Source: an optimization exercise on an open RTL-to-GDS flow (aim: small area, a short achievable clock period and few clock cycles per item). Production flows keep margins and buffers that such runs may drop.
The RTL was checked by simulation tests, not by an equivalence proof against the original design.

## the baseline
// b85_codec
module b85_codec (
    input  wire        clk,
    input  wire        rst,         
    input  wire        in_valid,
    output wire        in_ready,
    input  wire        in_mode,     
    input  wire [39:0] in_data,
    output wire        out_valid,
    input  wire        out_ready,
    output wire [39:0] out_data,
    output wire [1:0]  out_err
);
Size: ~180 flip-flops, roughly 89 I/O pins, roughly 0.020 sq mm of cells after synthesis.
make LEC_CHECK=0 CAP_MARGIN=20 CORE_MARGIN=2 CORE_UTILIZATION=65 SLEW_MARGIN=20 SYNTH_HIERARCHICAL=1 finish   # period 30.0 ns
run.sh (not shown) runs the stock make flow with config.mk's settings and CLKGATE_MAP_FILE= SYNTH_SCRIPT=/design/flow/synth_recipe.tcl, a recipe that flattens the netlist after the stock synthesis.
Testbench counts of the baseline, summed over its fixed seeds: cycles 3,224, items 3,200.
Edits applied to the flow inputs when going from the baseline to the candidate:
--- a/flow/design.v
+++ b/flow/design.v
@@ -22,25 +22,31 @@
 );
     reg        ir_v, ir_mode;       
     reg [39:0] ir_data;
     reg        sk_v, sk_mode;       
     reg [39:0] sk_data;
     reg        rdy;                 
+    reg        full2, full3;        
     reg        m_v, m_mode;         
     reg [51:0] m_p;                 
     reg        o_v;                 
     reg [39:0] o_data;
     reg [1:0]  o_err;
     assign in_ready  = rdy;
     assign out_valid = o_v;
     assign out_data  = o_data;
     assign out_err   = o_err;
     wire acc     = in_valid & rdy;
+    wire stall   = !out_ready;
     wire o_adv   = !o_v | out_ready;       
-    wire m_adv   = !m_v | o_adv;           
-    wire ir_free = !ir_v | m_adv;          
+    wire m_adv   = !full2 | out_ready;     
+    wire ir_free = !full3 | out_ready;     
+    wire o_v_n  = m_v | (o_v & stall);
+    wire m_v_n  = ir_v | (full2 & stall);
+    wire ir_v_n = sk_v | acc | (full3 & stall);
+    wire sk_v_n = (sk_v | acc) & full3 & stall;
     wire [9:0] c0;
 wire c0_1, c0_2;
 b85_fa c0_1_i (.a(ir_data[0]), .b(ir_data[8]), .c(ir_data[16]), .s(c0_1), .co(c0_2));
 wire c0_3, c0_4;
 b85_fa c0_3_i (.a(ir_data[1]), .b(ir_data[9]), .c(ir_data[17]), .s(c0_3), .co(c0_4));
 wire c0_5, c0_6;
@@ -875,36 +881,27 @@
     wire [16:0] m_hi     = m_p[33:17] + m_p[50:34] + m_p[16];
     wire [32:0] m_dv     = {m_hi, m_p[15:0]};
     wire [39:0] dec_data = (m_bad || m_dv[32]) ? 40'd0 : {8'd0, m_dv[31:0]};
     wire [1:0]  dec_err  = m_bad ? 2'd1 : (m_dv[32] ? 2'd2 : 2'd0);
     always @(posedge clk) begin
         if (rst) begin
-            ir_v <= 1'b0;
-            sk_v <= 1'b0;
-            rdy  <= 1'b1;
-            m_v  <= 1'b0;
-            o_v  <= 1'b0;
+            ir_v  <= 1'b0;
+            sk_v  <= 1'b0;
+            rdy   <= 1'b1;
+            m_v   <= 1'b0;
+            o_v   <= 1'b0;
+            full2 <= 1'b0;
+            full3 <= 1'b0;
         end else begin
-            if (ir_free) begin
-                ir_v <= sk_v | acc;
-            end
-            if (sk_v) begin
-                if (ir_free) begin
-                    sk_v <= 1'b0;
-                    rdy  <= 1'b1;
-                end
-            end else if (acc && !ir_free) begin
-                sk_v <= 1'b1;
-                rdy  <= 1'b0;
-            end
-            if (m_adv) begin
-                m_v <= ir_v;
-            end
-            if (o_adv) begin
-                o_v <= m_v;
-            end
+            ir_v  <= ir_v_n;
+            sk_v  <= sk_v_n;
+            rdy   <= !sk_v_n;
+            m_v   <= m_v_n;
+            o_v   <= o_v_n;
+            full2 <= m_v_n & o_v_n;
+            full3 <= ir_v_n & m_v_n & o_v_n;
         end
     end
     always @(posedge clk) begin
         if (ir_free) begin
             ir_mode <= sk_v ? sk_mode : in_mode;
             ir_data <= sk_v ? sk_data : in_data;
[summary]
The period utilization reported for the candidate is smaller than that of the baseline by 0.18 points.
Synthesized flop and latch total: lower on the baseline
Any difference in end-of-flow core utilization between the baseline and the candidate is small enough to ignore.
Post-synthesis cell count, the baseline and the candidate, higher one = the baseline.
Comparing the baseline and the candidate, sequential portion of the cell area is higher on the candidate.
Routed wire in the candidate totals more than in the baseline.
Delta (the candidate minus the baseline): design area stayed essentially flat; area occupied by multi-input gates level.
In the metrics for the baseline and the candidate, the one carrying the lower share of post-route cells with drive strength above 1 is the baseline.
The candidate vs the baseline — fraction of the mapped netlist area in compound gates rose 0.49 points.
Testbench counts of the candidate, summed over its fixed seeds: cycles 3,224, items 3,200.

## separate check: timing with driven ports
Ports are ideal in the flow. The routed layouts listed here were re-timed in OpenROAD. Step 1 assumes that a clkbuf_16 drives the clock port and a buf_2 every other input. Step 2, shift: input delay + t, output delay - t, t = (earliest + latest rising clock arrival at the registers) / 2. This alone moves slack from input paths to output paths. Three values: ideal ports, drivers, drivers and shift; two values: the first two.
| run | t (ns) | slack for setup (ns) | worst setup path after step 2 | clock arrival spread, ns | worst slew at a driven data input, ns |
|---|---|---|---|---|---|
| the baseline | 0.494 | 22.518 / 22.542 / 22.047 | input to register | 0.012 / 0.011 | 0.04 |
| the candidate | 0.502 | 22.571 / 22.519 / 22.149 | input to register | 0.009 / 0.009 | 0.04 |
After both steps every run listed still meets setup and hold. The setup slack of the baseline, which loses most, moves by +0.024 ns with the drivers and by -0.471 ns with both steps.
